Context: an optimization exercise on an open-source flow, tuned for small area. The choices shown serve that exercise and are no tape-out recipe. The RTL was checked by simulation tests, not by an equivalence proof against the original design. No run shown here takes its clock network from TritonCTS; it comes from the design's own scripts or RTL. The flow treats the clock pin as an ideal source. Dropping or thinning the clock tree relies on that and would not hold on a real chip. Power and IR drop assume default switching activity.

File: design/flow/flow/resyn.abc
strash
&get -n
&deepsyn -T 20
&put
dch -f
map -a
mfs2
strash
dch -f
map -a
topo
File: design/flow/config.mk
export PLATFORM = sky130hd
export DESIGN_NAME = minicomp_core
export DESIGN_NICKNAME = minicomp_core
export VERILOG_FILES = /design/flow/design.v
export SDC_FILE = /design/flow/constraint.sdc
export NUM_CORES = 4
export LEC_CHECK = 0
export ABC_AREA = 1
export CAP_MARGIN = 20
export CORE_MARGIN = 2
export CORE_UTILIZATION = 40
export PLACE_DENSITY = 0.6
export SLEW_MARGIN = 20
File: design/flow/standard.sh
#!/bin/bash
# synth_recipe.tcl (not shown) runs the flow's synth.tcl, then flattens the netlist and writes it again
# the make line also repeats each setting of config.mk as NAME=value (left out here)
make -C /OpenROAD-flow-scripts/flow DESIGN_CONFIG=/design/flow/config.mk WORK_HOME=/design/flow/orfs CLKGATE_MAP_FILE= SYNTH_SCRIPT=/design/flow/synth_recipe.tcl "${@:-finish}"
File: design/flow/flow/run.sh
#!/bin/bash
# Own layout flow: the standard flow (standard.sh), with
#  1. the standard synthesis, unchanged, followed by an area-oriented re-mapping of
#     the combinational logic only (flow/resyn.ys; flip-flops untouched);
#  2. port buffers of the smallest buffer cell;
#  3. after clock tree synthesis, its tree is replaced by 4 clock buffers
#     (sky130_fd_sc_hd__clkbuf_8), each feeding the registers of one quarter of the core
#     (flow/post_cts.tcl.in, run as ORFS's POST_CTS_TCL hook).
# Each tool's full output goes to its own log in this folder; ORFS steps also keep
# their logs under orfs/logs/.
set -euo pipefail
W=$(pwd)
R=$W/orfs/results/${FLOW_PLATFORM}/minicomp_core/base
LIB=$FLOW_HOME/platforms/${FLOW_PLATFORM}/lib/sky130_fd_sc_hd__tt_025C_1v80.lib
YOSYS=$FLOW_HOME/../tools/install/yosys/bin/yosys
[[ -x $YOSYS ]] || YOSYS=yosys
export BUFFER_PORTS_ARGS="-buffer_cell sky130_fd_sc_hd__buf_1"
export CTS_ARGS="-sink_clustering_enable -repair_clock_nets -dont_use_dummy_load -buf_list sky130_fd_sc_hd__clkbuf_8 -root_buf sky130_fd_sc_hd__clkbuf_8 -sink_clustering_size 40 -sink_clustering_max_diameter 100"

sed -e "s/@N@/4/g" -e "s/@BUF@/sky130_fd_sc_hd__clkbuf_8/g" flow/post_cts.tcl.in > $W/post_cts.tcl
export POST_CTS_TCL=$W/post_cts.tcl

bash standard.sh synth > synth.log 2>&1
cp $R/1_2_yosys.v $W/std_1_2_yosys.v
sed -e "s#@LIB@#$LIB#g" -e "s#@IN@#$W/std_1_2_yosys.v#g" -e "s#@OUT@#$W/resyn_1_2_yosys.v#g" \
    -e "s#@TOP@#$FLOW_TOP#g" -e "s#@ABC@#$W/flow/resyn.abc#g" flow/resyn.ys > resyn_run.ys
$YOSYS -s resyn_run.ys > resyn.log 2>&1
cp $W/resyn_1_2_yosys.v $R/1_2_yosys.v
bash standard.sh do-1_synth > synth_odb.log 2>&1
bash standard.sh > standard.log 2>&1
File: design/flow/flow/post_cts.tcl.in
# Replace the clock tree that clock_tree_synthesis built with @N@ clock buffer(s)
# of type @BUF@, driven by the clock port, that feed every register directly.
set block [ord::get_db_block]
set clk_net [$block findNet clk]
set sinks {}
set tree {}
set todo [list $clk_net]
while {[llength $todo] > 0} {
  set net [lindex $todo 0]
  set todo [lrange $todo 1 end]
  foreach it [$net getITerms] {
    if {![$it isInputSignal] && [$it getIoType] ne "INPUT"} { continue }
    set inst [$it getInst]
    set m [[$inst getMaster] getName]
    if {[string match "sky130_fd_sc_hd__clkbuf_*" $m] || [string match "sky130_fd_sc_hd__clkinv_*" $m]} {
      lappend tree $inst
      foreach o [$inst getITerms] {
        if {[$o getIoType] eq "OUTPUT" && [$o getNet] ne "NULL"} { lappend todo [$o getNet] }
      }
    } else {
      lappend sinks $it
    }
  }
}
puts "post_cts: [llength $tree] tree cells, [llength $sinks] sinks"
# remove the tree
foreach inst $tree {
  foreach o [$inst getITerms] {
    if {[$o getIoType] eq "OUTPUT"} {
      set n [$o getNet]
      if {$n ne "NULL"} {
        foreach it [$n getITerms] { $it disconnect }
        odb::dbNet_destroy $n
      }
    }
  }
  odb::dbInst_destroy $inst
}
set master [[ord::get_db] findMaster @BUF@]
set nbuf @N@
# split the sinks into nbuf groups (nbuf a power of two) by recursive bisection
# at the median, alternating between x and y
proc ctr {it axis} {
  set b [[$it getInst] getBBox]
  if {$axis eq "x"} { return [expr {([$b xMin] + [$b xMax]) / 2}] }
  return [expr {([$b yMin] + [$b yMax]) / 2}]
}
proc bisect {grp axis depth} {
  if {$depth == 0} { return [list $grp] }
  set s [lsort -integer -index 1 [lmap it $grp {list $it [ctr $it $axis]}]]
  set h [expr {[llength $s] / 2}]
  set a [lmap p [lrange $s 0 [expr {$h - 1}]] {lindex $p 0}]
  set b [lmap p [lrange $s $h end] {lindex $p 0}]
  set nx [expr {$axis eq "x" ? "y" : "x"}]
  return [concat [bisect $a $nx [expr {$depth - 1}]] [bisect $b $nx [expr {$depth - 1}]]]
}
set depth 0
while {(1 << $depth) < $nbuf} { incr depth }
set i 0
foreach grp [bisect $sinks x $depth] {
  set gx 0; set gy 0
  foreach it $grp {
    set gx [expr {$gx + [ctr $it x]}]
    set gy [expr {$gy + [ctr $it y]}]
  }
  set gx [expr {$gx / [llength $grp]}]; set gy [expr {$gy / [llength $grp]}]
  set buf [odb::dbInst_create $block $master "clkroot_$i"]
  $buf setLocation $gx $gy
  $buf setPlacementStatus PLACED
  set net [odb::dbNet_create $block "clknet_root_$i"]
  $net setSigType CLOCK
  [$buf findITerm A] connect $clk_net
  [$buf findITerm X] connect $net
  foreach it $grp { $it connect $net }
  incr i
}
detailed_placement
check_placement -verbose
estimate_parasitics -placement
report_clock_skew
File: design/flow/flow/resyn.ys
# Re-map the combinational logic of the standard synthesis netlist for area.
# The flip-flops are kept as they are (same instances, names and cell types):
# they are black boxes here, so abc only sees the logic between them.
read_liberty -ignore_miss_func @LIB@
read_verilog @IN@
hierarchy -top @TOP@
blackbox sky130_fd_sc_hd__*df*
flatten
opt_clean -purge
abc -liberty @LIB@ -dont_use *probe* -dont_use *lpflow* -dont_use *clkdly* -dont_use *dlygate* -dont_use *dlymetal* -script @ABC@
read_liberty -lib -ignore_redef @LIB@
splitnets
opt_clean -purge
hilomap -singleton -hicell sky130_fd_sc_hd__conb_1 HI -locell sky130_fd_sc_hd__conb_1 LO
insbuf -buf sky130_fd_sc_hd__buf_1 A X
check -assert
stat -liberty @LIB@
write_verilog -noattr -nohex -nodec @OUT@
File: design/flow/constraint.sdc
create_clock -name core_clock -period 8.0 [get_ports {clk}]
set_input_delay 1.6000 -clock core_clock [delete_from_list [all_inputs] [get_ports {clk}]]
set_output_delay 1.6000 -clock core_clock [all_outputs]
set_load 0.01 [all_outputs]
File: design/flow/design.v
module minicomp_core (
    input  wire       clk,
    input  wire       rst,           
    output wire [7:0] mem_addr,
    input  wire [7:0] mem_rdata,
    output wire       mem_we,
    output wire [7:0] mem_wdata,
    output wire [7:0] io_port,       
    output wire       io_rd,         
    input  wire [7:0] io_rdata,
    input  wire       io_present,    
    output wire       io_wr,         
    output wire [7:0] io_wdata
);
    reg [7:0] x0, x1, x2, x3;        
    reg [7:0] pc, ioa, t;            
    reg [7:0] ir;                    
    reg [3:0] fl;                    
    reg [4:0] cnt;                   
    reg       clr;                   
    reg       k;                     
    wire [2:0] ph  = cnt[2:0];
    wire [1:0] stp = cnt[4:3];
    wire ph0 = (ph == 3'd0);
    wire ph7 = (ph == 3'd7);
    wire sF  = (stp == 2'd0);
    wire s1  = (stp == 2'd1);
    wire s2  = (stp == 2'd2);
    wire s3  = (stp == 2'd3);
    wire [1:0] ra = ir[3:2];
    wire [1:0] rb = ir[1:0];
    wire alu  = ir[7];
    wire [2:0] op = ir[6:4];
    wire c_ld   = !alu && op == 3'd0;
    wire c_st   = !alu && op == 3'd1;
    wire c_dat  = !alu && op == 3'd2;
    wire c_jmpr = !alu && op == 3'd3;
    wire c_jmp  = !alu && op == 3'd4;
    wire c_jxx  = !alu && op == 3'd5;
    wire c_clf  = !alu && op == 3'd6;
    wire c_io   = !alu && op == 3'd7;
    wire c_ind  = c_io && ra == 2'd0;
    wire c_ina  = c_io && ra == 2'd1;
    wire c_outd = c_io && ra == 2'd2;
    wire c_outa = c_io && ra == 2'd3;
    wire taken  = (fl & ir[3:0]) != 4'd0;
    wire swap = (c_ld && (s1 || s2)) || (c_st && (s2 || s3));
    wire sel_a = swap || (alu && s1);
    wire [1:0] rs = sel_a ? ra : rb;
    reg xs;
    always @(*) begin
        case (rs)
            2'd0: xs = x0[0];
            2'd1: xs = x1[0];
            2'd2: xs = x2[0];
            default: xs = x3[0];
        endcase
    end
    wire a  = t[0];
    wire b  = xs;
    wire d  = a ^ b;
    wire f3 = fl[3];
    reg  c, cy;
    always @(*) begin
        c  = 1'b0;
        cy = 1'b0;
        case (op)
            3'd0: begin c = d ^ f3; cy = d ? f3 : a; end
            3'd1: begin c = f3; cy = a; end
            3'd2: begin c = ph7 ? f3 : t[1]; cy = ph7 ? t[1] : f3; end
            3'd3: c = ~a;
            3'd4: c = a & b;
            3'd5: c = a | b;
            3'd6: c = d;
            default: c = 1'b0;
        endcase
    end
    wire gt_n = d ? a : fl[2];
    wire eq_n = ~d & fl[1];
    wire z_n  = ~c & fl[0];
    wire alu_wr = s2 && alu && op != 3'd7;
    wire t_wb   = s3 && (c_ld || c_dat || c_ind);
    wire ina_wr = s1 && c_ina;
    wire xwe    = swap || alu_wr || t_wb || ina_wr;
    wire wbit   = clr ? 1'b0 :
                  swap ? pc[0] :
                  ina_wr ? ioa[0] :
                  alu_wr ? c : t[0];
    wire we0 = clr || (xwe && rs == 2'd0);
    wire we1 = clr || (xwe && rs == 2'd1);
    wire we2 = clr || (xwe && rs == 2'd2);
    wire we3 = clr || (xwe && rs == 2'd3);
    wire cin  = ph0 | k;
    wire inc  = sF || (s2 && (c_dat || c_jmp || c_jxx));
    wire pc_x = swap || (s1 && c_jmpr);
    wire pc_t = s3 && (c_jmp || (c_jxx && taken));
    wire pc_in = clr ? 1'b0 :
                 pc_x ? xs :
                 pc_t ? t[0] :
                 inc ? (pc[0] ^ cin) : pc[0];
    wire io_in = clr ? 1'b0 : (s1 && c_outa) ? xs : ioa[0];
    wire t_ser = s1 && (c_st || c_outd || c_ind || alu);
    wire t_ldm = s2 && ph0 && (c_ld || c_dat || c_jmp || c_jxx);
    wire t_ldi = s2 && ph0 && c_ind && io_present;
    assign mem_addr  = pc;
    assign mem_wdata = t;
    assign io_wdata  = t;
    assign io_port   = ioa;
    assign mem_we    = s3 && ph0 && c_st && !clr;
    assign io_rd     = s2 && ph0 && c_ind;
    assign io_wr     = s2 && ph0 && c_outd;
    always @(posedge clk) begin
        x0 <= {we0 ? wbit : x0[0], x0[7:1]};
        x1 <= {we1 ? wbit : x1[0], x1[7:1]};
        x2 <= {we2 ? wbit : x2[0], x2[7:1]};
        x3 <= {we3 ? wbit : x3[0], x3[7:1]};
        pc  <= {pc_in, pc[7:1]};
        ioa <= {io_in, ioa[7:1]};
        k   <= pc[0] & cin;
        if (t_ldm)
            t <= {mem_rdata[0], mem_rdata[7:1]};
        else if (t_ldi)
            t <= {io_rdata[0], io_rdata[7:1]};
        else
            t <= {t_ser ? xs : t[0], t[7:1]};
        if (sF && ph0)
            ir <= mem_rdata;
        if (clr || (s1 && c_clf))
            fl <= 4'd0;
        else if (s1 && alu)
            fl[2:0] <= {2'b01, op != 3'd7};
        else if (s2 && alu)
            fl <= {cy, gt_n, eq_n, z_n};
        if (rst) begin
            cnt <= 5'b11000;
            clr <= 1'b1;
        end else begin
            cnt <= cnt + 5'd1;
            if (ph7) clr <= 1'b0;
        end
    end
endmodule
==> flow_summary.json, run 1 <==
{
  "top_level_ports": 54,
  "worst_setup_path_class": "reg2reg",
  "power.internal_mw": 0.4394,
  "nets": 332,
  "postRouteAntennaNets": 0,
  "worst_setup_hold_path_clk_slew_ns": 0.10,
  "fraction_of_final_layout_cells_sized_beyond_drive_strength_1_pct": 1.608,
  "worst_setup_end_kind": "register",
  "numClockSinks": 75,
  "detailroute.via_count": 1870,
  "initial_antenna_violation_count": 0,
  "synthesis.area_per_instance_um2": 9.100,
  "drv.max_cap_violation_count": 0,
  "placement.io_buffers": 53,
  "number_of_failing_setup_endpoints_in_the_final_timing_report": 0,
  "post-place-ws_ns": 3.940,
  "fp.dieW_um": 82.52,
  "min_period_ns": 4.105,
  "power.switching_fraction_pct": 18.99,
  "crit_required_ns": 8.05,
  "area_growth_pct": 11.57,
  "multi_input_comb_area_um2": 693.2,
  "placeableCoreArea_um2": 5956,
  "detail_route.wl_per_cell_um": 12.10,
  "place.detailed.hpwl_um": 3553,
  "placement_rows": 28,
  "routed_wirelength_um": 4669,
  "synth_area_um2": 2466,
  "share_clk_of_total_power_pct": 24.1,
  "pin_count_of_the_biggest_net_entering_global_routing": 20,
  "power.combinational.fraction_pct": 4.3,
  "synth-warning-count": 1,
  "global_route.overflow_total": 0,
  "initial_core_util_pct": 41.41,
  "final_max_slew_viol_count": 0,
  "sequentialPowerShare_pct": 71.6,
  "filler_cell_count": 571,
  "diodes": 0,
  "total_power_mw": 0.5424,
  "period_share_pct": 51.31,
  "drt_iter0_markers": 106,
  "p_switching_mw": 0.1030,
  "place.gp.congestion": 0.9424,
  "tightestPinTransition_ns": 0.7256,
  "power.density_nw_per_um2": 197.1,
  "vdd_drop_max_mv": 0.1729,
  "clock_latency_of_the_later_clocked_register_in_the_worst_skew_pair_ns": 0.16,
  "post_synth_inst_count": 271,
  "grt_usage_pct": 14.61,
  "dr.pass1.iters": 4,
  "worst_ep_arrival_time_ns": 4.15,
  "routed_via_density": 4.845,
  "hold_path.class": "reg2reg",
  "final-seq-area_um2": 1582,
  "grt_pass1_wl_um": 7472,
  "max_freq_ghz": 0.2436,
  "post-route-drc-count": 0,
  "max_slew_margin_pct": 51.18,
  "setup_repair_after_global_routing_missed_its_margin": "no",
  "worst-path-max-fanout": 7,
  "r2r_slack_ns": 3.90,
  "critPathLaunchType": "register",
  "power_leakage_nw": 0.9604,
  "floorplan_die_area_um2": 6810,
  "number_of_global_route_vias_before_repair": 1635,
  "setup_total_negative_slack_ns": 0,
  "die-height_um": 82.52,
  "worst_setup_slack_after_layout_ns": 3.895,
  "final.setup_skew_ns": 0.007099,
  "syn_nets": 290,
  "run_status": "no timing/DRC/antenna violations",
  "timing.final.hold_violations": 0
}
==> path summary, 6_finish.rpt <==
kind / from / endpoint / depth (start not counted)
setup / recovery: cnt[3]$_SDFF_PP1_ / x0[7]$_DFF_P_ / 27
hold / removal: x3[3]$_DFF_P_ / x3[2]$_DFF_P_ / 0
setup reg to reg: cnt[3]$_SDFF_PP1_ / x0[7]$_DFF_P_ / 27
hold reg to reg: x3[3]$_DFF_P_ / x3[2]$_DFF_P_ / 0
==> per-stage QoR <==
stage | hold slack, ns | utilization [%] | cell area, um^2 | std cells
after floorplan | 0.3096 | - | 2466 | 271
after global placement | 0.3104 | 45.19 | 2691 | 381
after detailed placement | 0.3121 | 45.27 | 2696 | 382
after global routing | 0.3421 | 46.20 | 2751 | 386
final | 0.3360 | 46.20 | 2751 | 386
==> worst max-delay path: stages (launching register included) <==
cell and delay (ns):
sky130_fd_sc_hd__dfxtp_1 0.47, sky130_fd_sc_hd__clkinv_1 0.18, sky130_fd_sc_hd__nor2_1 0.17, sky130_fd_sc_hd__clkinv_1 0.15, sky130_fd_sc_hd__nor2_1 0.14, sky130_fd_sc_hd__nand2_1 0.09, sky130_fd_sc_hd__nand2_1 0.06, sky130_fd_sc_hd__nand2_1 0.09
sky130_fd_sc_hd__clkinv_1 0.08, sky130_fd_sc_hd__a21oi_1 0.06, sky130_fd_sc_hd__o21ai_0 0.40, sky130_fd_sc_hd__clkinv_1 0.19, sky130_fd_sc_hd__nor2_1 0.13, sky130_fd_sc_hd__o21ai_0 0.08, sky130_fd_sc_hd__nand2_1 0.16, sky130_fd_sc_hd__clkinv_1 0.11
sky130_fd_sc_hd__nor2_1 0.13, sky130_fd_sc_hd__nor2_1 0.07, sky130_fd_sc_hd__clkinv_1 0.06, sky130_fd_sc_hd__a21oi_1 0.07, sky130_fd_sc_hd__nor2_1 0.10, sky130_fd_sc_hd__clkinv_1 0.09, sky130_fd_sc_hd__nor3_1 0.23, sky130_fd_sc_hd__nand2_1 0.09
sky130_fd_sc_hd__o2111ai_1 0.12, sky130_fd_sc_hd__a21oi_1 0.11, sky130_fd_sc_hd__a21oi_1 0.24, sky130_fd_sc_hd__o21ai_0 0.12
==> power by group through the flow <==
stage	combinational (mW)	sequential, mW	clock (mW)
2_1_floorplan	0.0169	0.396	0
3_3_place_gp	0.0233	0.397	0
3_5_place_dp	0.0233	0.397	0
5_1_grt	0.0261	0.389	0.150
6_report	0.0233	0.388	0.131
==> flip-flops by register name, indices dropped and copies added (netlist names) <==
name	flops
x0	8
ioa	8
t	8
ir	8
x1	8
clr	1
x3	8
pc	8
x2	8
fl	4
k	1
cnt	5
==> placed cells by master, fill, tap and decap left out, types with 4 or more instances in the layout <==
cell                       count
sky130_fd_sc_hd__dfxtp_1      67
sky130_fd_sc_hd__buf_1        53
sky130_fd_sc_hd__nor2_1       47
sky130_fd_sc_hd__clkinv_1     33
sky130_fd_sc_hd__nand2_1      21
sky130_fd_sc_hd__o21ai_0      21
sky130_fd_sc_hd__a21oi_1      13
sky130_fd_sc_hd__nor3_1       10
sky130_fd_sc_hd__nand3_1       9
sky130_fd_sc_hd__edfxtp_1      8
sky130_fd_sc_hd__o22ai_1       7
sky130_fd_sc_hd__clkbuf_8      4
==> metal layers <==
layer	routed length (um)	GRT usage, %	vias to the layer above	share of wire (%)
met1	2266	19.52	820	49
met3	354	5.000	3	7.6
met2	2004	22.50	75	43
met4	44	4.098	0	0.94
li1	-	-	972	-
met5	0	0	-	0
==> area by class of cell <==
class / instances / area share [%]
well taps: 75 / 3.411
flip-flops and latches: 75 / 57.48
plain buffers: 4 / 2.001
inverters: 33 / 4.502
multi-input cells: 145 / 25.19
repair buffers: 54 / 7.412
==> run 2, diff against run 1 <==
--- a/design/flow/design.v
+++ b/design/flow/design.v
@@ -44,7 +44,7 @@
     wire c_outd = c_io && ra == 2'd2;
     wire c_outa = c_io && ra == 2'd3;
     wire taken  = (fl & ir[3:0]) != 4'd0;
-    wire swap = (c_ld && (s1 || s2)) || (c_st && (s2 || s3));
+    wire swap  = (c_ld && (s1 || s2)) || (c_st && (s2 || s3));
     wire sel_a = swap || (alu && s1);
     wire [1:0] rs = sel_a ? ra : rb;
     reg xs;
@@ -59,33 +59,24 @@
     wire a  = t[0];
     wire b  = xs;
     wire d  = a ^ b;
+    wire g  = a & b;
     wire f3 = fl[3];
-    reg  c, cy;
-    always @(*) begin
-        c  = 1'b0;
-        cy = 1'b0;
-        case (op)
-            3'd0: begin c = d ^ f3; cy = d ? f3 : a; end
-            3'd1: begin c = f3; cy = a; end
-            3'd2: begin c = ph7 ? f3 : t[1]; cy = ph7 ? t[1] : f3; end
-            3'd3: c = ~a;
-            3'd4: c = a & b;
-            3'd5: c = a | b;
-            3'd6: c = d;
-            default: c = 1'b0;
-        endcase
-    end
-    wire gt_n = d ? a : fl[2];
-    wire eq_n = ~d & fl[1];
-    wire z_n  = ~c & fl[0];
-    wire alu_wr = s2 && alu && op != 3'd7;
+    wire c_lo = op[1] ? (op[0] ? ~a : (ph7 ? f3 : t[1]))    
+                      : (op[0] ? f3 : d ^ f3);                
+    wire c_hi = (g & ~op[1]) | (d & (op[0] | op[1]));        
+    wire c    = op[2] ? c_hi : c_lo;
+    wire cy   = op[2] ? 1'b0 :
+                op[1] ? (!op[0] && (ph7 ? t[1] : f3)) :
+                        (op[0] ? a : (d ? f3 : a));
+    wire upd  = s2 && alu;
+    wire clrf = clr || (s1 && c_clf);
+    wire init = s1 && alu;
+    wire alu_wr = upd && op != 3'd7;
     wire t_wb   = s3 && (c_ld || c_dat || c_ind);
     wire ina_wr = s1 && c_ina;
     wire xwe    = swap || alu_wr || t_wb || ina_wr;
-    wire wbit   = clr ? 1'b0 :
-                  swap ? pc[0] :
-                  ina_wr ? ioa[0] :
-                  alu_wr ? c : t[0];
+    wire wbit   = !clr && ((swap && pc[0]) || (ina_wr && ioa[0]) ||
+                           (alu_wr && c) || (t_wb && t[0]));
     wire we0 = clr || (xwe && rs == 2'd0);
     wire we1 = clr || (xwe && rs == 2'd1);
     wire we2 = clr || (xwe && rs == 2'd2);
@@ -94,20 +85,19 @@
     wire inc  = sF || (s2 && (c_dat || c_jmp || c_jxx));
     wire pc_x = swap || (s1 && c_jmpr);
     wire pc_t = s3 && (c_jmp || (c_jxx && taken));
-    wire pc_in = clr ? 1'b0 :
-                 pc_x ? xs :
-                 pc_t ? t[0] :
-                 inc ? (pc[0] ^ cin) : pc[0];
-    wire io_in = clr ? 1'b0 : (s1 && c_outa) ? xs : ioa[0];
-    wire t_ser = s1 && (c_st || c_outd || c_ind || alu);
-    wire t_ldm = s2 && ph0 && (c_ld || c_dat || c_jmp || c_jxx);
-    wire t_ldi = s2 && ph0 && c_ind && io_present;
+    wire pc_in = !clr && ((pc_x && xs) || (pc_t && t[0]) ||
+                          (!pc_x && !pc_t && (pc[0] ^ (inc && cin))));
+    wire io_in = !clr && ((s1 && c_outa) ? xs : ioa[0]);
+    wire t_cp = s1 && (alu || c_st || c_outd);
+    wire ldm  = s2 && ph0 && (c_ld || c_dat || c_jmp || c_jxx);
+    wire ldi  = s2 && ph0 && c_ind;
+    wire [7:0] t_or = ({8{ldm}} & mem_rdata) | ({8{ldi}} & io_rdata);
     assign mem_addr  = pc;
     assign mem_wdata = t;
     assign io_wdata  = t;
     assign io_port   = ioa;
     assign mem_we    = s3 && ph0 && c_st && !clr;
-    assign io_rd     = s2 && ph0 && c_ind;
+    assign io_rd     = ldi;
     assign io_wr     = s2 && ph0 && c_outd;
     always @(posedge clk) begin
         x0 <= {we0 ? wbit : x0[0], x0[7:1]};
@@ -117,20 +107,15 @@
         pc  <= {pc_in, pc[7:1]};
         ioa <= {io_in, ioa[7:1]};
         k   <= pc[0] & cin;
-        if (t_ldm)
-            t <= {mem_rdata[0], mem_rdata[7:1]};
-        else if (t_ldi)
-            t <= {io_rdata[0], io_rdata[7:1]};
-        else
-            t <= {t_ser ? xs : t[0], t[7:1]};
+        t   <= {s2 ? t[0] : (t_cp & xs), t[7:1]} | {t_or[0], t_or[7:1]};
         if (sF && ph0)
             ir <= mem_rdata;
-        if (clr || (s1 && c_clf))
-            fl <= 4'd0;
-        else if (s1 && alu)
-            fl[2:0] <= {2'b01, op != 3'd7};
-        else if (s2 && alu)
-            fl <= {cy, gt_n, eq_n, z_n};
+        else if (ldi && !io_present)
+            ir[2] <= 1'b1;               
+        fl[3] <= !clrf && (upd ? cy : fl[3]);
+        fl[2] <= !clrf && !init && ((upd && d) ? a : fl[2]);
+        fl[1] <= !clrf && (init || (fl[1] && !(upd && d)));
+        fl[0] <= !clrf && (init ? op != 3'd7 : (fl[0] && !(upd && c)));
         if (rst) begin
             cnt <= 5'b11000;
             clr <= 1'b1;
--- a/design/flow/flow/run.sh
+++ b/design/flow/flow/run.sh
@@ -1,7 +1,8 @@
 #!/bin/bash
 # Own layout flow: the standard flow (standard.sh), with
 #  1. the standard synthesis, unchanged, followed by an area-oriented re-mapping of
-#     the combinational logic only (flow/resyn.ys; flip-flops untouched);
+#     the combinational logic only (flow/resyn.ys with the abc scripts
+#     flow/resyn_*.abc, smallest result kept; flip-flops untouched);
 #  2. port buffers of the smallest buffer cell;
 #  3. after clock tree synthesis, its tree is replaced by 4 clock buffers
 #     (sky130_fd_sc_hd__clkbuf_8), each feeding the registers of one quarter of the core
@@ -22,9 +23,23 @@
 
 bash standard.sh synth > synth.log 2>&1
 cp $R/1_2_yosys.v $W/std_1_2_yosys.v
-sed -e "s#@LIB@#$LIB#g" -e "s#@IN@#$W/std_1_2_yosys.v#g" -e "s#@OUT@#$W/resyn_1_2_yosys.v#g" \
-    -e "s#@TOP@#$FLOW_TOP#g" -e "s#@ABC@#$W/flow/resyn.abc#g" flow/resyn.ys > resyn_run.ys
-$YOSYS -s resyn_run.ys > resyn.log 2>&1
-cp $W/resyn_1_2_yosys.v $R/1_2_yosys.v
+# several abc scripts, run side by side; the smallest netlist is kept
+for S in a b c d e; do
+  sed -e "s#@LIB@#$LIB#g" -e "s#@IN@#$W/std_1_2_yosys.v#g" -e "s#@OUT@#$W/resyn_$S.v#g" \
+      -e "s#@TOP@#$FLOW_TOP#g" -e "s#@ABC@#$W/flow/resyn_$S.abc#g" flow/resyn.ys > resyn_$S.ys
+  $YOSYS -s resyn_$S.ys > resyn_$S.log 2>&1 &
+done
+wait
+best=""; best_area=""
+for S in a b c d e; do
+  area=$(grep -s "Chip area for module" resyn_$S.log | tail -1 | awk '{print $NF}')
+  [[ -n "$area" && -f resyn_$S.v ]] || continue
+  echo "resyn_$S: $area" >> resyn_pick.log
+  if [[ -z "$best" ]] || awk -v a="$area" -v b="$best_area" 'BEGIN{exit !(a < b)}'; then
+    best=$S; best_area=$area
+  fi
+done
+echo "picked resyn_$best ($best_area)" >> resyn_pick.log
+cp $W/resyn_$best.v $R/1_2_yosys.v
 bash standard.sh do-1_synth > synth_odb.log 2>&1
 bash standard.sh > standard.log 2>&1
==> design/flow/flow/resyn_a.abc (new file) <==
strash
dch
map -a
mfs2
strash
dch -f
map -a
topo
==> design/flow/flow/resyn_b.abc (new file) <==
strash
dc2
dch -f
map -a
mfs2
strash
dc2
dch -f
map -a
mfs2
strash
dch -f
map -a
topo
==> design/flow/flow/resyn_c.abc (new file) <==
strash
&get -n
&deepsyn -T 10 -S 1
&put
dch -f
map -a
mfs2
strash
dch -f
map -a
topo
==> design/flow/flow/resyn_d.abc (new file) <==
strash
&get -n
&dch
&nf -a
&put
mfs2
strash
dch -f
map -a
topo
==> design/flow/flow/resyn_e.abc (new file) <==
strash
&get -n
&deepsyn -T 20
&put
dch -f
map -a
mfs2
strash
dch -f
map -a
topo
removed: design/flow/flow/resyn.abc
==> run 2 against run 1 <==
Effect of this change: still clean on timing, DRC and antenna; sequential power shrank 2%; cell area is the same; clock skew shrank 0.0025 ns; synthesized area shrank 0.10%; register-to-register slack lost 0.11 ns; clock power is essentially flat; worst setup slack lost 0.11 ns; core utilization grew 0.27 points; sequential share of layout area is the same.
==> flow_summary.json, run 2 <==
{
  "run_status": "no timing/DRC/antenna violations",
  "area_growth_pct": 11.68,
  "tightestPinTransition_ns": 0.5681,
  "routed_via_density": 5.040,
  "dr.pass1.iters": 4,
  "diodes": 0,
  "crit_required_ns": 8.03,
  "worst_setup_hold_path_clk_slew_ns": 0.11,
  "postRouteAntennaNets": 0,
  "power.switching_fraction_pct": 18.01,
  "timing.final.hold_violations": 0,
  "nets": 320,
  "worst_ep_arrival_time_ns": 4.25,
  "drv.max_cap_violation_count": 0,
  "setup_repair_after_global_routing_missed_its_margin": "no",
  "share_clk_of_total_power_pct": 25.5,
  "synth_area_um2": 2464,
  "detail_route.wl_per_cell_um": 13.45,
  "sequentialPowerShare_pct": 72.6,
  "placement_rows": 28,
  "finalNonFillerCells": 374,
  "critPathLaunchType": "register",
  "top_level_ports": 54,
  "floorplan_die_area_um2": 6803,
  "power.combinational.fraction_pct": 1.9,
  "max_freq_ghz": 0.2372,
  "leading_cell_type_in_the_layout_fill_and_taps_excluded": "sky130_fd_sc_hd__dfxtp_1",
  "fraction_of_final_layout_cells_sized_beyond_drive_strength_1_pct": 4.013,
  "worst-path-max-fanout": 5,
  "number_of_global_route_vias_before_repair": 1671,
  "place.detailed.hpwl_um": 3833,
  "most-common-layout-cells": "67 x sky130_fd_sc_hd__dfxtp_1, 53 x sky130_fd_sc_hd__buf_1, 39 x sky130_fd_sc_hd__nor2_1",
  "grt_usage_pct": 16.08,
  "period_share_pct": 52.71,
  "fp.dieW_um": 82.48,
  "placed_cells_incl_taps": 370,
  "number_of_failing_setup_endpoints_in_the_final_timing_report": 0,
  "hold_path.class": "reg2reg",
  "place.gp.congestion": 0.9527,
  "global_route.overflow_total": 0,
  "synth-warning-count": 1,
  "initial_core_util_pct": 41.61,
  "routed_wirelength_um": 5029,
  "pin_count_of_the_biggest_net_entering_global_routing": 20,
  "power_leakage_nw": 0.9528,
  "worst_setup_end_kind": "register",
  "total_power_mw": 0.5257,
  "setup_total_negative_slack_ns": 0,
  "numClockSinks": 75,
  "final.setup_skew_ns": 0.004581,
  "worst_setup_path_class": "reg2reg",
  "syn_nets": 278,
  "power.internal_mw": 0.4310,
  "placement.io_buffers": 53,
  "post_synth_inst_count": 259,
  "post-route-drc-count": 0,
  "grt_pass1_wl_um": 8169,
  "final_max_slew_viol_count": 0,
  "clock_latency_of_the_later_clocked_register_in_the_worst_skew_pair_ns": 0.16,
  "detailroute.via_count": 1885,
  "power.density_nw_per_um2": 191.1,
  "placeableCoreArea_um2": 5921,
  "worst_setup_slack_after_layout_ns": 3.783,
  "min_period_ns": 4.217,
  "synthesis.area_per_instance_um2": 9.512,
  "vdd_drop_max_mv": 0.1338,
  "initial_antenna_violation_count": 0,
  "max_slew_margin_pct": 61.98,
  "drt_iter0_markers": 163,
  "post-place-ws_ns": 3.841,
  "p_switching_mw": 0.09469,
  "die-height_um": 82.48
}
==> run 2: worst paths after layout <==
kind	start	to	slack [ns]	cells past startpoint
worst max-delay path	ir[6]$_DFFE_PP_	x1[7]$_DFF_P_	3.78	19
worst min-delay path	x0[3]$_DFF_P_	x0[2]$_DFF_P_	0.34	0
worst max register to register	ir[6]$_DFFE_PP_	x1[7]$_DFF_P_	3.78	19
worst min register to register	x0[3]$_DFF_P_	x0[2]$_DFF_P_	0.34	0
==> run 2: power by group through the flow <==
stage	Clock, mW	Sequential, mW	Combinational [mW]
after global placement	0	0.390	0.00970
after global routing	0.153	0.382	0.0113
after detailed placement	0	0.390	0.00984
after floorplan	0	0.390	0.00452
final	0.134	0.382	0.00988
==> run 2: final cells by class <==
class,instances,area [um^2]
Sequential cell,75,1582
Tap cell,75,93.84
Multi-Input combinational cell,135,698.2
Timing Repair Buffer,54,206.4
Inverter,31,116.4
Fill cell,561,3169
Buffer,4,55.05
==> run 2: per-layer routing <==
layer / routed length (um) / share of wire (%) / track usage (%)
met4: 115 / 2.3 / 6.833
met2: 2119 / 42 / 24.92
met3: 344 / 6.8 / 3.370
met5: 0 / 0 / 0
met1: 2450 / 49 / 21.72
==> run 2: per-stage QoR <==
step | hold WS (ns) | cell area, um^2 | utilization (%)
final | 0.3359 | 2751 | 46.47
after global routing | 0.3439 | 2751 | 46.47
after detailed placement | 0.3121 | 2696 | 45.54
after global placement | 0.3102 | 2696 | 45.54
after floorplan | 0.3096 | 2464 | -
==> run 2: worst max-delay path: stages (launching register included) <==
cell and delay (ns):
sky130_fd_sc_hd__edfxtp_1 0.46, sky130_fd_sc_hd__clkinv_1 0.15, sky130_fd_sc_hd__nor2_1 0.15, sky130_fd_sc_hd__clkinv_1 0.10, sky130_fd_sc_hd__nor2_1 0.13, sky130_fd_sc_hd__a211oi_1 0.10
sky130_fd_sc_hd__nand3_1 0.12, sky130_fd_sc_hd__o21a_1 0.21, sky130_fd_sc_hd__nand2_1 0.12, sky130_fd_sc_hd__o21ai_0 0.40, sky130_fd_sc_hd__clkinv_1 0.18, sky130_fd_sc_hd__o21ai_0 0.25
sky130_fd_sc_hd__nand2_1 0.17, sky130_fd_sc_hd__nand2_1 0.10, sky130_fd_sc_hd__clkinv_1 0.08, sky130_fd_sc_hd__nor2_1 0.22, sky130_fd_sc_hd__nor4_1 0.07, sky130_fd_sc_hd__o311ai_0 0.44
sky130_fd_sc_hd__nor3b_1 0.49, sky130_fd_sc_hd__a21oi_1 0.14
==> run 3, diff against run 2 <==
--- a/design/flow/flow/run.sh
+++ b/design/flow/flow/run.sh
@@ -23,23 +23,28 @@
 
 bash standard.sh synth > synth.log 2>&1
 cp $R/1_2_yosys.v $W/std_1_2_yosys.v
-# several abc scripts, run side by side; the smallest netlist is kept
-for S in a b c d e; do
-  sed -e "s#@LIB@#$LIB#g" -e "s#@IN@#$W/std_1_2_yosys.v#g" -e "s#@OUT@#$W/resyn_$S.v#g" \
-      -e "s#@TOP@#$FLOW_TOP#g" -e "s#@ABC@#$W/flow/resyn_$S.abc#g" flow/resyn.ys > resyn_$S.ys
-  $YOSYS -s resyn_$S.ys > resyn_$S.log 2>&1 &
+# Two rounds; in each, several abc scripts run side by side on the round's input,
+# and the smallest netlist so far is kept (round 1 starts from the standard
+# synthesis, round 2 from round 1's pick).
+best_v=$W/std_1_2_yosys.v; best_area=""
+for round in 1 2; do
+  in_v=$best_v
+  for S in a b c d e; do
+    sed -e "s#@LIB@#$LIB#g" -e "s#@IN@#$in_v#g" -e "s#@OUT@#$W/resyn${round}_$S.v#g" \
+        -e "s#@TOP@#$FLOW_TOP#g" -e "s#@ABC@#$W/flow/resyn_$S.abc#g" flow/resyn.ys > resyn${round}_$S.ys
+    $YOSYS -s resyn${round}_$S.ys > resyn${round}_$S.log 2>&1 &
+  done
+  wait
+  for S in a b c d e; do
+    area=$(grep -s "Chip area for module" resyn${round}_$S.log | tail -1 | awk '{print $NF}')
+    [[ -n "$area" && -f resyn${round}_$S.v ]] || continue
+    echo "resyn${round}_$S: $area" >> resyn_pick.log
+    if [[ -z "$best_area" ]] || awk -v a="$area" -v b="$best_area" 'BEGIN{exit !(a < b)}'; then
+      best_v=$W/resyn${round}_$S.v; best_area=$area
+    fi
+  done
 done
-wait
-best=""; best_area=""
-for S in a b c d e; do
-  area=$(grep -s "Chip area for module" resyn_$S.log | tail -1 | awk '{print $NF}')
-  [[ -n "$area" && -f resyn_$S.v ]] || continue
-  echo "resyn_$S: $area" >> resyn_pick.log
-  if [[ -z "$best" ]] || awk -v a="$area" -v b="$best_area" 'BEGIN{exit !(a < b)}'; then
-    best=$S; best_area=$area
-  fi
-done
-echo "picked resyn_$best ($best_area)" >> resyn_pick.log
-cp $W/resyn_$best.v $R/1_2_yosys.v
+echo "picked $best_v ($best_area)" >> resyn_pick.log
+cp $best_v $R/1_2_yosys.v
 bash standard.sh do-1_synth > synth_odb.log 2>&1
 bash standard.sh > standard.log 2>&1
==> design/flow/flow/resyn_a.abc (replaced) <==
strash
&get -n
&st
&dch -f
&nf -a -p -R 1000 -F 8 -A 8 -C 32
&put
mfs2
strash
&get -n
&dch -f
&nf -a -p -R 1000 -F 8 -A 8 -C 32
&put
topo
==> design/flow/flow/resyn_b.abc (replaced) <==
strash
&get -n
&st
&dch -f
&nf -a -R 1000
&put
mfs2
strash
&get -n
&dch -f
&nf -a -R 1000
&put
mfs2
strash
&get -n
&dch -f
&nf -a -R 1000
&put
topo
==> design/flow/flow/resyn_c.abc (replaced) <==
strash
&get -n
&st
&dch -f
&nf -a -R 100
&put
mfs2
strash
&get -n
&dch -f
&nf -a -R 100
&put
topo
==> design/flow/flow/resyn_d.abc (replaced) <==
strash
&get -n
&deepsyn -T 8 -S 3
&st
&dch -f
&nf -a -p -R 1000
&put
mfs2
strash
&get -n
&dch -f
&nf -a -p -R 1000
&put
topo
==> run 3 against run 2 <==
Effect of this change: clock power shrank 3%; sequential power about the same; highest routed layer unchanged; first-iteration DRC count shrank 47%; synthesized area decreased by 1.6%; total power decreased by 0.75%; register-to-register slack lost 0.098 ns; still clean; worst setup slack got worse by 0.098 ns; fmax down 2.3%; combinational power is 9.9% lower; hold slack got worse by 0.0016 ns; die area decreased by 1.5%; core utilization shrank 0.53 points.
==> flow_summary.json, run 3 <==
{
  "initial_antenna_violation_count": 0,
  "global_route.overflow_total": 0,
  "place.gp.congestion": 0.8932,
  "placement.io_buffers": 53,
  "detailroute.via_count": 1710,
  "detail_route.wl_per_cell_um": 13.35,
  "final-seq-area_um2": 1582,
  "worst_setup_path_class": "reg2reg",
  "worst_setup_path_startpoint": "cnt[3]$_SDFF_PP1_",
  "min_period_ns": 4.314,
  "dr.pass1.iters": 4,
  "setup_total_negative_slack_ns": 0,
  "placement_rows": 28,
  "place.detailed.hpwl_um": 3246,
  "grt_usage_pct": 14.59,
  "die-height_um": 81.84,
  "power.density_nw_per_um2": 193.0,
  "multi_input_comb_area_um2": 763.2,
  "fraction_of_final_layout_cells_sized_beyond_drive_strength_1_pct": 1.946,
  "synth_area_um2": 2424,
  "drv.max_cap_violation_count": 0,
  "critPathTopFamily": "compound AO/OA/AOI/OAI gates",
  "routed_via_density": 5.151,
  "leading_cell_type_in_the_layout_fill_and_taps_excluded": "sky130_fd_sc_hd__dfxtp_1",
  "globalRouteMet3Util_pct": 3.297,
  "timing.critical_path.slowest_cell_delay_ns": 0.59,
  "post-route-drc-count": 0,
  "crit_cells": 14,
  "top_level_ports": 54,
  "postRouteAntennaNets": 0,
  "finalCoreUtilization_pct": 45.94,
  "post-place-ws_ns": 3.715,
  "nets": 278,
  "critPathLaunchType": "register",
  "worst_path_max_delay_cell": "sky130_fd_sc_hd__nor2b_1",
  "area_growth_pct": 11.56,
  "number_of_failing_setup_endpoints_in_the_final_timing_report": 0,
  "grtUsageMet2_pct": 22.20,
  "worst_setup_slack_after_layout_ns": 3.686,
  "tightestPinTransition_ns": 0.6536,
  "post_synth_inst_count": 218,
  "most-common-layout-cells": "67 x sky130_fd_sc_hd__dfxtp_1, 53 x sky130_fd_sc_hd__buf_1, 18 x sky130_fd_sc_hd__nor2_1",
  "r2r-end": "x0[7]$_DFF_P_",
  "timing.final.hold_violations": 0,
  "grt_pass1_wl_um": 7314,
  "critical_path.cell_chain": "nor2b_1 > o21ai_0 > o21ai_0 > a21oi_1 > mux2_1 > mux4_2 > xnor2_1 > nor2_1 > xnor2_1 > o221ai_1 > o21ai_0 > o21ai_0 > a21oi_1 > a311oi_1",
  "initial_core_util_pct": 41.18,
  "crit_required_ns": 8.03,
  "highest_utilization_routing_layer_at_the_global_route_stage": "met2",
  "worst-path-max-fanout": 10,
  "worstSetupEndpoint": "x0[7]$_DFF_P_",
  "worst_setup_end_kind": "register",
  "rr_worst_depth": 14,
  "worst_ep_arrival_time_ns": 4.34,
  "diodes": 0,
  "r2r_slack_ns": 3.69,
  "synth-warning-count": 1,
  "floorplan_die_area_um2": 6698,
  "max_freq_ghz": 0.2318,
  "number_of_global_route_vias_before_repair": 1581,
  "synthesis.area_per_instance_um2": 11.12,
  "path_buf_inv": 0,
  "power_leakage_nw": 0.9316,
  "filler_cell_count": 577,
  "max_slew_margin_pct": 56.34,
  "critical_path.reg2reg.startpoint": "cnt[3]$_SDFF_PP1_",
  "period_share_pct": 53.93,
  "vdd_drop_max_mv": 0.1260,
  "final_max_slew_viol_count": 0,
  "syn_nets": 237,
  "fp.dieW_um": 81.84,
  "crit_path_frequent_cell": "sky130_fd_sc_hd__o21ai_0",
  "gr-usage-met1_pct": 19.79,
  "placeableCoreArea_um2": 5886,
  "hold_path.class": "reg2reg",
  "pin_count_of_the_biggest_net_entering_global_routing": 20,
  "run_status": "no timing/DRC/antenna violations",
  "routed_wirelength_um": 4432,
  "setup_repair_after_global_routing_missed_its_margin": "no",
  "final.setup_skew_ns": 0.009465,
  "numClockSinks": 75,
  "drt_iter0_markers": 87,
  "worst_setup_hold_path_clk_slew_ns": 0.11,
  "clock_latency_of_the_later_clocked_register_in_the_worst_skew_pair_ns": 0.16
}
==> run 3: worst min-delay path by stage <==
stage / startpoint / end / slack (ns) / cells after the start
2_1_floorplan: x0[1]$_DFF_P_ / x0[0]$_DFF_P_ / 0.31 / 0
3_3_place_gp: x2[7]$_DFF_P_ / x2[6]$_DFF_P_ / 0.31 / 0
3_5_place_dp: x1[3]$_DFF_P_ / x1[2]$_DFF_P_ / 0.31 / 0
5_1_grt: x3[7]$_DFF_P_ / x3[6]$_DFF_P_ / 0.34 / 0
6_report: x3[3]$_DFF_P_ / x3[2]$_DFF_P_ / 0.33 / 0
==> run 3: where the power goes <==
part	leakage [nW]	internal [mW]	switching, mW
combinational	0.291	0.00409	0.00481
clock	0.0288	0.0465	0.0836
sequential	0.612	0.381	0.00194
total	0.932	0.431	0.0904
==> run 3: cell type report <==
cell class                 count  share of cell area [%]
buffer                         4                   2.036
inverter                       3                  0.4165
multi-input combinational    122                   28.23
sequential                    75                   58.49
tap                           75                   3.471
timing repair buffer          53                   7.358
==> run 3: metrics by stage <==
stage,instance area [um^2],hold WS [ns],power (mW),std cells
global route,2704,0.3416,0.5448,332
floorplan,2424,0.3096,0.3951,218
global placement,2649,0.3106,0.4001,328
detailed placement,2649,0.3121,0.4003,328
finish,2704,0.3343,0.5217,332
==> run 3: routing by layer <==
layer	wire (um)	up-vias
li1	-	856
met2	1833	66
met1	2203	783
met5	0	-
met3	317	5
met4	77	0
==> run 4, diff against run 3 <==
--- a/design/flow/design.v
+++ b/design/flow/design.v
@@ -17,8 +17,7 @@
     reg [7:0] ir;                    
     reg [3:0] fl;                    
     reg [4:0] cnt;                   
-    reg       clr;                   
-    reg       k;                     
+    reg       q;                     
     wire [2:0] ph  = cnt[2:0];
     wire [1:0] stp = cnt[4:3];
     wire ph0 = (ph == 3'd0);
@@ -27,6 +26,7 @@
     wire s1  = (stp == 2'd1);
     wire s2  = (stp == 2'd2);
     wire s3  = (stp == 2'd3);
+    wire clr = s3 && q;
     wire [1:0] ra = ir[3:2];
     wire [1:0] rb = ir[1:0];
     wire alu  = ir[7];
@@ -81,7 +81,7 @@
     wire we1 = clr || (xwe && rs == 2'd1);
     wire we2 = clr || (xwe && rs == 2'd2);
     wire we3 = clr || (xwe && rs == 2'd3);
-    wire cin  = ph0 | k;
+    wire cin  = ph0 | q;
     wire inc  = sF || (s2 && (c_dat || c_jmp || c_jxx));
     wire pc_x = swap || (s1 && c_jmpr);
     wire pc_t = s3 && (c_jmp || (c_jxx && taken));
@@ -106,7 +106,6 @@
         x3 <= {we3 ? wbit : x3[0], x3[7:1]};
         pc  <= {pc_in, pc[7:1]};
         ioa <= {io_in, ioa[7:1]};
-        k   <= pc[0] & cin;
         t   <= {s2 ? t[0] : (t_cp & xs), t[7:1]} | {t_or[0], t_or[7:1]};
         if (sF && ph0)
             ir <= mem_rdata;
@@ -118,10 +117,10 @@
         fl[0] <= !clrf && (init ? op != 3'd7 : (fl[0] && !(upd && c)));
         if (rst) begin
             cnt <= 5'b11000;
-            clr <= 1'b1;
+            q   <= 1'b1;
         end else begin
             cnt <= cnt + 5'd1;
-            if (ph7) clr <= 1'b0;
+            q   <= !ph7 && (clr || (inc && pc[0] && cin));
         end
     end
 endmodule
==> run 4 against run 3 <==
Effect of this change: sequential cell count decreased by 1; combinational power increased by 19%; sequential share of layout area decreased by 0.12 points; die area decreased by 1.3%; critical path type unchanged; still clean on timing, DRC and antenna; first-iteration DRC count increased by 62%; synthesized cell count increased by 0.46%.
==> flow_summary.json, run 4 <==
{
  "nets": 279,
  "post_synth_inst_count": 219,
  "critPathLaunchType": "register",
  "most-common-layout-cells": "66 x sky130_fd_sc_hd__dfxtp_1, 53 x sky130_fd_sc_hd__buf_1, 23 x sky130_fd_sc_hd__nor2_1",
  "max_slew_margin_pct": 53.63,
  "worst_path_max_delay_cell": "sky130_fd_sc_hd__mux4_2",
  "place.detailed.hpwl_um": 3426,
  "vdd_drop_max_mv": 0.1545,
  "post-route-drc-count": 0,
  "critical_path.cell_chain": "or3_1 > o31ai_1 > nor2_1 > mux2i_1 > mux4_2 > xnor2_1 > or2_0 > xor2_1 > o221ai_1 > o21ai_0 > and2_0 > a21oi_1",
  "placeableCoreArea_um2": 5851,
  "post-place-ws_ns": 3.831,
  "worst_setup_end_kind": "register",
  "crit_cells": 12,
  "worst_ep_arrival_time_ns": 4.27,
  "min_period_ns": 4.229,
  "power_leakage_nw": 0.9271,
  "detailroute.wirelength.met3_um": 323,
  "floorplan_die_area_um2": 6609,
  "routed_via_density": 5.132,
  "timing.critical_path.slowest_cell_delay_ns": 0.62,
  "number_of_failing_setup_endpoints_in_the_final_timing_report": 0,
  "tightestPinTransition_ns": 0.6918,
  "worst-path-max-fanout": 13,
  "hold_path.class": "reg2reg",
  "period_share_pct": 52.86,
  "critPathTopFamily": "simple AND/OR/NAND/NOR gates",
  "routed-wl-met2_um": 1922,
  "global_route.overflow_total": 0,
  "placement_rows": 28,
  "grt_usage_pct": 14.60,
  "routedLengthMet1_um": 2276,
  "setup_total_negative_slack_ns": 0,
  "initial_core_util_pct": 40.85,
  "detailroute.via_count": 1709,
  "r2r_slack_ns": 3.77,
  "fp.dieW_um": 81.30,
  "synth-warning-count": 1,
  "worst_setup_slack_after_layout_ns": 3.771,
  "power.density_nw_per_um2": 194.5,
  "final.setup_skew_ns": 0.01876,
  "initial_antenna_violation_count": 0,
  "synthesis.area_per_instance_um2": 10.91,
  "area_growth_pct": 11.94,
  "path_buf_inv": 0,
  "fraction_of_final_layout_cells_sized_beyond_drive_strength_1_pct": 2.326,
  "worstSetupEndpoint": "x1[7]$_DFF_P_",
  "synth_area_um2": 2390,
  "rr_worst_depth": 12,
  "placement.io_buffers": 53,
  "final_max_slew_viol_count": 0,
  "diodes": 0,
  "drt_iter0_markers": 141,
  "grt_pass1_wl_um": 7286,
  "pin_count_of_the_biggest_net_entering_global_routing": 20,
  "crit_required_ns": 8.04,
  "syn_nets": 238,
  "routed_wirelength_um": 4611,
  "top_level_ports": 54,
  "leading_cell_type_in_the_layout_fill_and_taps_excluded": "sky130_fd_sc_hd__dfxtp_1",
  "critical_path.reg2reg.startpoint": "ir[7]$_DFFE_PP_",
  "postRouteAntennaNets": 0,
  "die-height_um": 81.30,
  "worst_setup_hold_path_clk_slew_ns": 0.11,
  "number_of_global_route_vias_before_repair": 1553,
  "worst_setup_path_startpoint": "ir[7]$_DFFE_PP_",
  "numClockSinks": 74,
  "run_status": "no timing/DRC/antenna violations",
  "maxUsedRoutingLayer": "met4",
  "timing.final.hold_violations": 0,
  "worst_setup_path_class": "reg2reg",
  "clock_latency_of_the_later_clocked_register_in_the_worst_skew_pair_ns": 0.17,
  "place.gp.congestion": 0.8931,
  "dr.pass1.iters": 4,
  "detail_route.wl_per_cell_um": 13.85,
  "setup_repair_after_global_routing_missed_its_margin": "no",
  "drv.max_cap_violation_count": 0,
  "r2r-end": "x1[7]$_DFF_P_",
  "max_freq_ghz": 0.2365
}
-- run 4: how the worst min path moves through the flow --
stage	from	to	slack [ns]	cells after the start
after floorplan	x0[1]$_DFF_P_	x0[0]$_DFF_P_	0.31	0
after global placement	x1[3]$_DFF_P_	x1[2]$_DFF_P_	0.31	0
after detailed placement	x3[2]$_DFF_P_	x3[1]$_DFF_P_	0.31	0
after global routing	x0[2]$_DFF_P_	x0[1]$_DFF_P_	0.33	0
final	x1[3]$_DFF_P_	x1[2]$_DFF_P_	0.33	0
-- run 4: per-layer routing --
metal / vias to the layer above / global-route usage, %
met2: 69 / 22.46
met5: - / 0
met3: 7 / 3.333
met4: 0 / 5.763
li1: 851 / -
met1: 782 / 19.85
-- run 4: final cells by class --
class                           count  area (um^2)
Fill cell                         576         3176
Sequential cell                    74         1562
Tap cell                           75        93.84
Inverter                            1        3.754
Buffer                              4        55.05
Timing Repair Buffer               53        198.9
Multi-Input combinational cell    126        762.0
-- run 4: where the power goes --
part / switching, mW / leakage, nW / total (mW) / internal [mW]
Sequential: 0.00193 / 0.604 / 0.378 / 0.376
Combinational: 0.00591 / 0.295 / 0.0106 / 0.00466
Clock: 0.0852 / 0.0288 / 0.132 / 0.0465
-- run 4: worst register-to-register path, stage by stage, from the launching register on --
cell	delay (ns)
sky130_fd_sc_hd__edfxtp_1	0.55
sky130_fd_sc_hd__or3_1	0.44
sky130_fd_sc_hd__o31ai_1	0.47
sky130_fd_sc_hd__nor2_1	0.17
sky130_fd_sc_hd__mux2i_1	0.39
sky130_fd_sc_hd__mux4_2	0.62
sky130_fd_sc_hd__xnor2_1	0.26
sky130_fd_sc_hd__or2_0	0.26
sky130_fd_sc_hd__xor2_1	0.18
sky130_fd_sc_hd__o221ai_1	0.12
sky130_fd_sc_hd__o21ai_0	0.26
sky130_fd_sc_hd__and2_0	0.29
sky130_fd_sc_hd__a21oi_1	0.09
-- run 4: metrics by stage --
step	power (mW)	hold slack (ns)	cell area (um^2)	util (%)	cells
detailed placement	0.3972	0.3121	2620	44.78	329
global route	0.5436	0.3336	2675	45.72	333
global placement	0.3968	0.3106	2615	44.70	329
finish	0.5203	0.3336	2675	45.72	333
floorplan	0.3912	0.3096	2390	-	219
==> run 5, diff against run 4 <==
==> design/flow/flow/resyn_d.abc (replaced) <==
strash
&get -n
&deepsyn -T 30 -S 51
&st
&dch -f
&nf -a -p -R 1000
&put
mfs2
strash
&get -n
&dch -f
&nf -a -p -R 1000
&put
topo
==> design/flow/flow/resyn_e.abc (replaced) <==
strash
&get -n
&deepsyn -T 30 -S 23
&st
&dch -f
&nf -a -p -R 1000
&put
mfs2
strash
&get -n
&dch -f
&nf -a -p -R 1000
&put
topo
==> run 5 against run 4 <==
Effect of this change: die area unchanged; cell area unchanged; critical endpoint unchanged; worst setup slack unchanged; clock skew unchanged; cell count unchanged; via count unchanged; combinational power about the same; total power unchanged; still clean on timing, DRC and antenna.
==> flow_summary.json, run 5 <==
{
  "run_status": "no timing/DRC/antenna violations",
  "routed_wirelength_um": 4611,
  "worst_setup_hold_path_clk_slew_ns": 0.11,
  "fraction_of_final_layout_cells_sized_beyond_drive_strength_1_pct": 2.326,
  "max_slew_margin_pct": 53.63,
  "routed-wl-met2_um": 1922,
  "setup_repair_after_global_routing_missed_its_margin": "no",
  "fp.dieW_um": 81.30,
  "power.internal_mw": 0.4273,
  "post-place-ws_ns": 3.831,
  "routed_via_density": 5.132,
  "number_of_global_route_vias_before_repair": 1553,
  "routedLengthMet1_um": 2276,
  "grt_usage_pct": 14.60,
  "p_switching_mw": 0.09301,
  "pin_count_of_the_biggest_net_entering_global_routing": 20,
  "place.detailed.hpwl_um": 3426,
  "placement_rows": 28,
  "power.switching_fraction_pct": 17.87,
  "final_max_slew_viol_count": 0,
  "die-height_um": 81.30,
  "maxUsedRoutingLayer": "met4",
  "synth-warning-count": 1,
  "finalNonFillerCells": 333,
  "floorplan_die_area_um2": 6609,
  "drv.max_cap_violation_count": 0,
  "dr.pass1.iters": 4,
  "critPathLaunchType": "register",
  "power.density_nw_per_um2": 194.5,
  "power.combinational.fraction_pct": 2.0,
  "clock_latency_of_the_later_clocked_register_in_the_worst_skew_pair_ns": 0.17,
  "timing.final.hold_violations": 0,
  "initial_antenna_violation_count": 0,
  "placement.io_buffers": 53,
  "filler_cell_count": 576,
  "share_clk_of_total_power_pct": 25.3,
  "number_of_failing_setup_endpoints_in_the_final_timing_report": 0,
  "worst_setup_end_kind": "register",
  "period_share_pct": 52.86,
  "diodes": 0,
  "placeableCoreArea_um2": 5851,
  "global_route.overflow_total": 0,
  "numClockSinks": 74,
  "nets": 279,
  "final.setup_skew_ns": 0.01876,
  "leading_cell_type_in_the_layout_fill_and_taps_excluded": "sky130_fd_sc_hd__dfxtp_1",
  "post-route-drc-count": 0,
  "placed_cells_incl_taps": 329,
  "top_level_ports": 54,
  "crit_required_ns": 8.04,
  "place.gp.congestion": 0.8931,
  "hold_path.class": "reg2reg",
  "max_freq_ghz": 0.2365,
  "setup_total_negative_slack_ns": 0,
  "synthesis.area_per_instance_um2": 10.91,
  "vdd_drop_max_mv": 0.1545,
  "synth_area_um2": 2390,
  "syn_nets": 238,
  "most-common-layout-cells": "66 x sky130_fd_sc_hd__dfxtp_1, 53 x sky130_fd_sc_hd__buf_1, 23 x sky130_fd_sc_hd__nor2_1",
  "grt_pass1_wl_um": 7286,
  "worst_ep_arrival_time_ns": 4.27,
  "postLayoutCellArea_um2": 2675,
  "initial_core_util_pct": 40.85,
  "tightestPinTransition_ns": 0.6918,
  "worst_setup_path_class": "reg2reg",
  "detailroute.wirelength.met3_um": 323,
  "sequentialPowerShare_pct": 72.7,
  "area_growth_pct": 11.94,
  "worst_setup_slack_after_layout_ns": 3.771,
  "post_synth_inst_count": 219,
  "worst-path-max-fanout": 13,
  "finalCoreUtilization_pct": 45.72,
  "postRouteAntennaNets": 0,
  "min_period_ns": 4.229,
  "power_leakage_nw": 0.9271,
  "drt_iter0_markers": 141,
  "detail_route.wl_per_cell_um": 13.85,
  "detailroute.via_count": 1709,
  "placement.cell_area_um2": 2620
}
==> run 5: cell counts in the layout (fill, tap and decap cells not counted) <==
No cell type changed its count.
==> run 5: final timing paths <==
kind | startpoint | endpoint | slack [ns] | cells past startpoint
min reg2reg | x1[3]$_DFF_P_ | x1[2]$_DFF_P_ | 0.33 | 0
max reg2reg | ir[7]$_DFFE_PP_ | x1[7]$_DFF_P_ | 3.77 | 12
min | x1[3]$_DFF_P_ | x1[2]$_DFF_P_ | 0.33 | 0
max | ir[7]$_DFFE_PP_ | x1[7]$_DFF_P_ | 3.77 | 12
==> run 5: power groups by stage <==
stage	logic, mW	clock network, mW	registers [mW]
after floorplan	0.00501	0	0.386
after global placement	0.0103	0	0.387
after detailed placement	0.0107	0	0.387
after global routing	0.0122	0.153	0.379
final	0.0106	0.132	0.378
==> run 5: cell type report <==
class | count | area, um^2 | share of cell area, %
Buffer | 4 | 55.05 | 2.058
Inverter | 1 | 3.754 | 0.1403
Multi-Input combinational cell | 126 | 762.0 | 28.48
Sequential cell | 74 | 1562 | 58.37
Tap cell | 75 | 93.84 | 3.508
Timing Repair Buffer | 53 | 198.9 | 7.437
==> run 5: metal layers <==
metal | vias to the layer above | track usage [%]
li1 | 851 | -
met1 | 782 | 19.85
met2 | 69 | 22.46
met3 | 7 | 3.333
met4 | 0 | 5.763
met5 | - | 0
==> run 5: critical path: stages, from the launching register on <==
cell                       delay (ns)
sky130_fd_sc_hd__edfxtp_1        0.55
sky130_fd_sc_hd__or3_1           0.44
sky130_fd_sc_hd__o31ai_1         0.47
sky130_fd_sc_hd__nor2_1          0.17
sky130_fd_sc_hd__mux2i_1         0.39
sky130_fd_sc_hd__mux4_2          0.62
sky130_fd_sc_hd__xnor2_1         0.26
sky130_fd_sc_hd__or2_0           0.26
sky130_fd_sc_hd__xor2_1          0.18
sky130_fd_sc_hd__o221ai_1        0.12
sky130_fd_sc_hd__o21ai_0         0.26
sky130_fd_sc_hd__and2_0          0.29
sky130_fd_sc_hd__a21oi_1         0.09
==> run 5: metrics by stage <==
stage	hold slack [ns]	total power, mW
2_1_floorplan	0.3096	0.3912
3_3_place_gp	0.3106	0.3968
3_5_place_dp	0.3121	0.3972
5_1_grt	0.3336	0.5436
6_report	0.3336	0.5203
==> run 6, diff against run 5 <==
--- a/design/flow/config.mk
+++ b/design/flow/config.mk
@@ -8,6 +8,6 @@
 export ABC_AREA = 1
 export CAP_MARGIN = 20
 export CORE_MARGIN = 2
-export CORE_UTILIZATION = 40
-export PLACE_DENSITY = 0.6
+export CORE_UTILIZATION = 60
+export PLACE_DENSITY = 0.75
 export SLEW_MARGIN = 20
==> run 6 against run 5 <==
Effect of this change: synthesized area unchanged; worst setup slack got worse by 0.033 ns; first-iteration DRC count is 52% lower; highest routed layer unchanged.
==> flow_summary.json, run 6 <==
{
  "vdd_drop_max_mv": 0.1483,
  "filler_cell_count": 303,
  "place.detailed.hpwl_um": 3332,
  "area_growth_pct": 10.52,
  "placeableCoreArea_um2": 3744,
  "run_status": "no timing/DRC/antenna violations",
  "period_share_pct": 53.27,
  "fraction_of_final_layout_cells_sized_beyond_drive_strength_1_pct": 2.326,
  "routed_wirelength_um": 4512,
  "dr.pass1.iters": 4,
  "worst_setup_path_class": "reg2reg",
  "grt_usage_pct": 22.29,
  "grt_pass1_wl_um": 7293,
  "detail_route.wl_per_cell_um": 14.75,
  "worst-path-max-fanout": 13,
  "max_slew_margin_pct": 53.62,
  "placement_rows": 22,
  "syn_nets": 238,
  "pin_count_of_the_biggest_net_entering_global_routing": 20,
  "critPathLaunchType": "register",
  "number_of_global_route_vias_before_repair": 1546,
  "setup_total_negative_slack_ns": 0,
  "drt_iter0_markers": 68,
  "post_synth_inst_count": 219,
  "floorplan_die_area_um2": 4504,
  "drv.max_cap_violation_count": 0,
  "numClockSinks": 74,
  "worst_ep_arrival_time_ns": 4.30,
  "synth-warning-count": 1,
  "worst_setup_end_kind": "register",
  "final_max_slew_viol_count": 0,
  "detailroute.via_count": 1732,
  "postRouteAntennaNets": 0,
  "min_period_ns": 4.262,
  "most-common-layout-cells": "66 x sky130_fd_sc_hd__dfxtp_1, 53 x sky130_fd_sc_hd__buf_1, 23 x sky130_fd_sc_hd__nor2_1",
  "global_route.overflow_total": 0,
  "worst_setup_slack_after_layout_ns": 3.738,
  "diodes": 0,
  "post-place-ws_ns": 3.890,
  "clock_latency_of_the_later_clocked_register_in_the_worst_skew_pair_ns": 0.16,
  "nets": 279,
  "final-seq-area_um2": 1562,
  "crit_required_ns": 8.04,
  "max_freq_ghz": 0.2347,
  "worst_setup_hold_path_clk_slew_ns": 0.10,
  "hold_path.class": "reg2reg",
  "synthesis.area_per_instance_um2": 10.91,
  "synth_area_um2": 2390,
  "fp.dieW_um": 67.11,
  "power.density_nw_per_um2": 195.9,
  "timing.final.hold_violations": 0,
  "final.setup_skew_ns": 0.009621,
  "top_level_ports": 54,
  "initial_core_util_pct": 63.84,
  "number_of_failing_setup_endpoints_in_the_final_timing_report": 0,
  "setup_repair_after_global_routing_missed_its_margin": "no",
  "power_leakage_nw": 0.9271,
  "place.gp.congestion": 0.8975,
  "routed_via_density": 5.660,
  "placement.io_buffers": 53,
  "tightestPinTransition_ns": 0.6920,
  "leading_cell_type_in_the_layout_fill_and_taps_excluded": "sky130_fd_sc_hd__dfxtp_1",
  "multi_input_comb_area_um2": 762.0,
  "die-height_um": 67.11,
  "initial_antenna_violation_count": 0,
  "post-route-drc-count": 0
}
## run 6: cell counts in the layout (fill, tap and decap cells not counted)
Identical to the previous run, type by type.
## run 6: through the flow
step,instances,hold WS [ns],cell area [um^2],power (mW),util (%)
3_5_place_dp,302,0.3121,2586,0.3971,69.08
6_report,306,0.3316,2641,0.5174,70.55
2_1_floorplan,219,0.3096,2390,0.3912,-
3_3_place_gp,302,0.3102,2581,0.3967,68.95
5_1_grt,306,0.3409,2641,0.5343,70.55
## run 6: path summary, 6_finish.rpt
kind | endpoint | slack [ns] | depth (start not counted) | start
worst max-delay path | x0[7]$_DFF_P_ | 3.74 | 12 | ir[7]$_DFFE_PP_
worst min-delay path | x0[1]$_DFF_P_ | 0.33 | 0 | x0[2]$_DFF_P_
worst max register to register | x0[7]$_DFF_P_ | 3.74 | 12 | ir[7]$_DFFE_PP_
worst min register to register | x0[1]$_DFF_P_ | 0.33 | 0 | x0[2]$_DFF_P_
## run 6: layout make-up
class | count | area share, %
Buffer | 4 | 2.084
Sequential cell | 74 | 59.12
Multi-Input combinational cell | 126 | 28.85
Tap cell | 48 | 2.274
Timing Repair Buffer | 53 | 7.532
Inverter | 1 | 0.1421
## run 6: report_power, final
part           switching (mW)  internal [mW]  total [mW]
Sequential            0.00203          0.376       0.378
Combinational         0.00582        0.00466      0.0105
Clock                  0.0823         0.0465       0.129
## run 6: routing by layer
metal	share of wire, %	track usage [%]	up-vias
li1	-	-	848
met1	45	29.04	793
met2	45	37.25	86
met3	8.2	3.716	5
met4	1.6	8.418	0
met5	0	0	-
## run 6: critical path: stages (launching register included)
cell and delay, ns:
sky130_fd_sc_hd__edfxtp_1 0.54, sky130_fd_sc_hd__or3_1 0.44, sky130_fd_sc_hd__o31ai_1 0.47, sky130_fd_sc_hd__nor2_1 0.19, sky130_fd_sc_hd__mux2i_1 0.42, sky130_fd_sc_hd__mux4_2 0.64
sky130_fd_sc_hd__xnor2_1 0.23, sky130_fd_sc_hd__or2_0 0.27, sky130_fd_sc_hd__xor2_1 0.18, sky130_fd_sc_hd__o221ai_1 0.11, sky130_fd_sc_hd__o21ai_0 0.28, sky130_fd_sc_hd__and2_0 0.27
sky130_fd_sc_hd__a21oi_1 0.10

-- afterwards: timing with drivers on the ports --
No port has a modelled driver above. Below, the same layouts with a new extraction and two added sets of constraints.
Step 1 sets driving cells, clkbuf_16 on the clock port and buf_2 on the other inputs (assumed; they add their load-dependent delay and slew).
Step 2, shift: input delay + t, output delay - t, t = (earliest + latest rising clock arrival at the registers) / 2. This alone moves slack from input paths to output paths.
Slacks: no drivers / after step 1 / after step 2; pairs: no drivers / after step 1.
| run | t, ns | setup WS [ns] | worst setup path after step 2 | latest minus earliest clock arrival (ns) | worst register clock-pin slew, ns |
|---|---|---|---|---|---|
| run 1 | 0.212 | 3.895 / 3.895 / 3.895 | register to register | 0.009 / 0.009 | 0.10 / 0.10 |
| run 2 | 0.215 | 3.783 / 3.783 / 3.783 | register to register | 0.005 / 0.005 | 0.11 / 0.11 |
| run 3 | 0.213 | 3.686 / 3.686 / 3.686 | register to register | 0.011 / 0.011 | 0.11 / 0.11 |
| run 4 | 0.213 | 3.771 / 3.771 / 3.771 | register to register | 0.019 / 0.019 | 0.11 / 0.11 |
| run 5 | 0.213 | 3.771 / 3.771 / 3.771 | register to register | 0.019 / 0.019 | 0.11 / 0.11 |
| run 6 | 0.210 | 3.738 / 3.738 / 3.738 | register to register | 0.009 / 0.009 | 0.10 / 0.10 |
After both steps setup and hold are still met in every run listed.
